What follows belongs to an exercise in optimizing a design on an open flow for small area and a short achievable clock period; a production flow would make more cautious choices. The RTL was checked by simulation tests, not by an equivalence proof against the original design. Power figures rest on the tool's default switching activity, not on a simulated workload.

==> flow/design.v (outline; a module is shown in full before it is edited, if it fits) <==
// module fsk_rx: 984 lines
module fsk_rx (
    input  wire        clk,
    input  wire        rst,           
    input  wire        in_valid,
    input  wire [15:0] in_i,
    input  wire [15:0] in_q,
    output reg         db_valid,
    output wire [7:0]  db_level,
    output wire [31:0] db_maxsq,
    output reg         hit_valid,
    output reg         byte_valid,
    output wire [7:0]  byte_data,
    output reg         byte_first,
    output reg         byte_last
);
  // ...
==> flow/flow/run.sh <==
#!/bin/bash
set -euo pipefail
bash standard.sh SETUP_SLACK_MARGIN=8 finish > standard.log 2>&1
==> flow/standard.sh <==
#!/bin/bash
# synth_recipe.tcl (not shown) runs the flow's synth.tcl, then flattens the netlist and writes it again
# the make line also repeats each setting of config.mk as NAME=value (left out here)
make -C /OpenROAD-flow-scripts/flow DESIGN_CONFIG=/design/flow/config.mk WORK_HOME=/design/flow/orfs CLKGATE_MAP_FILE= SYNTH_SCRIPT=/design/flow/synth_recipe.tcl "${@:-finish}"
==> flow/config.mk <==
export PLATFORM = sky130hd
export DESIGN_NAME = fsk_rx
export DESIGN_NICKNAME = fsk_rx
export VERILOG_FILES = /design/flow/design.v
export SDC_FILE = /design/flow/constraint.sdc
export NUM_CORES = 4
export LEC_CHECK = 0
export CAP_MARGIN = 20
export CORE_MARGIN = 2
export CORE_UTILIZATION = 40
export SLEW_MARGIN = 20
==> flow/constraint.sdc <==
create_clock -name core_clock -period 12.0 [get_ports {clk}]
set_input_delay 2.4000 -clock core_clock [delete_from_list [all_inputs] [get_ports {clk}]]
set_output_delay 2.4000 -clock core_clock [all_outputs]
set_load 0.01 [all_outputs]
==> results.py, run 1 <==
metrics = {
    "status": {
        "status": "no timing/DRC/antenna violations",
    },
    "worst_setup_path": {
        "startpoint": "na[2]$_DFF_P_",
        "worst-path-stages": 16,
        "cpLargestDelayFamily": "adder cells",
        "r2r_start": "na[2]$_DFF_P_",
        "critPathCapture": "acc[18]$_DFF_P_",
    },
    "layout": {
        "antenna_cells": 1,
        "biggestCellCategory": "multi-input gates",
        "final_cell_mix": "368 x inv_1, 254 x nand2_1, 241 x fa_1, 188 x ha_1, 184 x nor2_1",
        "final_util": 0.509,
        "final_area_mm2": 0.0356,
        "buffers": 346,
    },
    "die": {
        "core_area_mm2": 0.0700,
        "die_w_um": 270,
    },
    "logic_synthesis": {
        "synth_top_area_frac": 0.173,
        "synth_xor_area_frac": 0.0365,
        "synth.distinct_cells": 85,
        "ys_async_sr_fraction": 0,
        "ys_ff_latch": 333,
        "synth_cells": 3161,
    },
    "clocking": {
        "insertion_delay_ns": 0.58,
        "clk_path_buf_depth": 3,
        "cts_resized": 293,
    },
    "grt": {
        "globalRouteOverflowTotal": 0,
        "grt_pass1_vias": 24200,
    },
    "pwr": {
        "power.internal_mw": 4.64,
    },
    "place": {
        "numPortBuffers": 87,
    },
    "route": {
        "final_antenna_net_count": 0,
    },
}
==> run 2, diff against run 1 <==
==> flow/run.sh (new file) <==
#!/bin/bash
# synth_recipe.tcl (not shown) runs the flow's synth.tcl, then flattens the netlist and writes it again
# the make line also repeats each setting of config.mk as NAME=value (left out here)
make -C /OpenROAD-flow-scripts/flow DESIGN_CONFIG=/design/flow/config.mk WORK_HOME=/design/flow/orfs CLKGATE_MAP_FILE= SYNTH_SCRIPT=/design/flow/synth_recipe.tcl finish
removed: flow/flow/run.sh
removed: flow/standard.sh
==> run 2 against run 1 <==
Sequential cell count stayed put; die area stayed put; utilization is 6.3 points lower; via count is 8.0% lower; hold slack worse by 0.013 ns; clock-buffer cell count is 2 lower; cell area is 12% lower; register-to-register slack worse by 1.1 ns; global-route usage is 2.5 points lower; combinational power is 24% lower; sequential power hardly changed; critical path type unchanged; critical endpoint unchanged; largest power group unchanged.
==> results.py, run 2 <==
metrics = {
    "route": {
        "final_antenna_net_count": 0,
        "wire_per_inst_um": 19.9,
        "drtIter0Drc": 2184,
        "drc_errors": 0,
        "via_count": 22700,
        "viasPerCell": 5.54,
        "firstDrtPassIters": 5,
        "wl_um": 81700,
    },
    "sta": {
        "fin_ws_ns": 6.19,
        "slew_headroom": 0.100,
        "fmaxAchievable_mhz": 172,
        "report.final.slew_viol_count": 0,
        "rsz0062_at_grt": "false",
        "finalHoldViolCount": 0,
        "setup_viol_count_final": 0,
        "period_minus_slack_ns": 5.81,
        "period_share": 0.484,
        "finClkSkew_ns": 0.0168,
        "finalHoldWorstSlack_ns": 0.426,
        "fin_tns_setup_ns": 0,
        "worst_pin_slew_ns": 1.32,
    },
    "layout": {
        "fillers": 6892,
        "final_cell_mix": "377 x inv_1, 278 x nand2_1, 245 x fa_1, 207 x nor2_1, 204 x dfxtp_1",
        "final_cells": 4100,
        "layout.nets": 3609,
        "final_common_cell": "inv_1",
        "reg_top3": "curmax x32, xmax x32",
        "area_growth_pct": 10.2,
        "drive_above_1_share": 0.0576,
    },
    "logic_synthesis": {
        "synth_top_area_frac": 0.173,
        "synth_fp_nets": 3644,
        "synth.distinct_cells": 85,
        "ys_async_sr_fraction": 0,
        "syn_avg_cell_area_um2": 8.95,
        "ys_seq_area_frac": 0.280,
        "synth.area.top_cells": "fa_1 17%, dfxtp_1 15%, edfxtp_1 13%",
        "synth_area_leader_cell": "fa_1",
        "synth_edf_count": 127,
        "yosys_warnings": 1,
        "synthFlopType": "dfxtp_1",
        "ys_ff_latch": 333,
        "synth_cells": 3161,
        "netlist_area_mm2": 0.0283,
        "ys_top_cells_by_count": "377 x inv_1, 278 x nand2_1, 245 x fa_1",
        "yosysMostFrequentCell": "inv_1",
    },
    "min_path": {
        "min_path_type": "flop to flop",
        "hold_path_startpoint": "st[2]$_SDFF_PP0_",
    },
    "clocking": {
        "cts.clk_slew.worst_paths_ns": 0.06,
        "cts_sinks": 333,
        "h-tree-depth": 2,
        "ctsHoldBuffers": 0,
        "cts_tree": "done",
        "clk_path_buf_depth": 3,
        "cts-root-buf": "clkbuf_16",
        "cts_resized": 0,
        "insertion_delay_ns": 0.57,
        "postCtsSetupBuffers": 0,
        "cts_buffers": 40,
    },
    "status": {
        "status": "no timing/DRC/antenna violations",
    },
    "job": {
        "maxCapViolCount": 0,
    },
    "worst_setup_path": {
        "crit_path_start_kind": "flop",
        "r2r_start": "na[3]$_DFF_P_",
        "endpoint_kind": "flop",
        "path_class": "flop to flop",
        "path_max_fanout": 31,
        "crit_arrival_ns": 6.26,
        "startpoint": "na[3]$_DFF_P_",
        "critPathRequiredTime_ns": 12.45,
    },
    "pwr": {
        "fin_total_pwr_mw": 6.60,
        "powerDensity_mw_per_mm2": 212,
        "leakagePower_nw": 13.2,
        "peakVddDrop_uv": 168,
    },
    "place": {
        "post-place-cells": 4024,
        "numPortBuffers": 87,
        "pre_cts_ws_ns": 6.24,
        "hpwl_um": 59700,
        "gp_routability_congestion": 0.995,
    },
    "die": {
        "dieArea_mm2": 0.0729,
        "num_rows": 97,
        "die_y_um": 270,
        "core_area_mm2": 0.0700,
        "boundaryPins": 88,
        "die_w_um": 270,
        "initial_core_util": 0.404,
    },
    "grt": {
        "grt_pass1_vias": 22100,
        "grt_use_total": 0.222,
        "grt_pass1_wl_um": 129000,
        "globalRouteOverflowTotal": 0,
        "grt_max_degree": 69,
        "grt_antenna_before_repair": 0,
    },
}
-- run 2: cell counts after synthesis --
No cell type changed its count.
-- run 2: area by class of cell --
| class | instances | area, um^2 | area share |
|---|---|---|---|
| clock buffer | 53 | 1140 | 0.0364 |
| sequential | 333 | 7940 | 0.255 |
| antenna | 2 | 5.00 | 0.000160 |
| timing repair buffer | 122 | 1130 | 0.0363 |
| tap | 940 | 1180 | 0.0377 |
| clock inverter | 21 | 196 | 0.00630 |
| inverter | 380 | 1430 | 0.0457 |
| multi-input combinational | 2249 | 18200 | 0.583 |
-- run 2: cells by family after synthesis --
group,share of synthesized area
DFF,0.280
adders and majority gates,0.267
buffers and inverters,0.0786
xor gates and xnor gates,0.0365
AOI/OAI and AO/OA,0.151
and+or+nand+nor,0.166
muxes,0.0214
-- run 2: worst max-delay path, stage by stage (launching register included) --
cell and delay [ns]:
dfxtp_1 0.96, nand2_1 0.57, o22ai_1 0.25, nor2_1 0.07
nor2_1 0.09, a221oi_1 0.08, fa_1 0.57, inv_1 0.05
fa_1 0.50, inv_1 0.06, fa_1 0.45, ha_1 0.33
a21oi_1 0.24, o21bai_1 0.12, a31o_1 0.28, a221o_1 0.38
o41a_1 0.35, a21o_1 0.20, xor2_1 0.13
-- run 2: where the power goes --
part / switching, mW / internal, mW / leakage (nW)
Sequential: 0.141 / 1.52 / 2.85
Clock: 0.501 / 0.701 / 0.661
Combinational: 2.09 / 1.66 / 9.64
Total: 2.73 / 3.87 / 13.2
-- run 2: path summary, 6_finish.rpt --
kind,depth (start not counted),to,slack [ns]
min,1,st[3]$_SDFF_PP0_,0.43
max,18,acc[18]$_DFF_P_,6.19
max reg2reg,18,acc[18]$_DFF_P_,6.19
min reg2reg,1,st[3]$_SDFF_PP0_,0.43
-- run 2: metal layers --
metal  GRT usage  routed length [um]
met3      0.0343                5310
met5           0                   0
met4      0.0844                3200
met1       0.309               36800
met2       0.348               36300
-- run 2: through the flow --
step                      cell area (um^2)   util
after floorplan                      28300      -
after global placement               29900  0.426
after detailed placement             29900  0.426
after CTS                            31200  0.445
after global routing                 31200  0.445
final                                31200  0.445

-- what the ideal ports hide --
No port has a modelled driver above. Below, the same layouts with a new extraction and two added sets of constraints. Step 1: set_driving_cell puts a clkbuf_16 on clk and a buf_2 on each other input, an assumption about the parent block. Step 2 adds t to the input delays and takes it off the output delays; t is the mean of the earliest and latest rising clock arrival at the registers after step 1. Input paths then give back, and output paths get back, about the clock's delay inside the block. Slacks: ideal / step 1 / step 2; pairs: ideal / step 1.
run	t (ns)	setup WS [ns]	worst setup path after step 2	clock arrival spread, ns
run 1	0.637	7.249 / 7.249 / 7.249	register to register	0.025 / 0.025
run 2	0.621	6.187 / 6.187 / 6.187	register to register	0.018 / 0.018
After both steps every run listed still meets setup and hold.
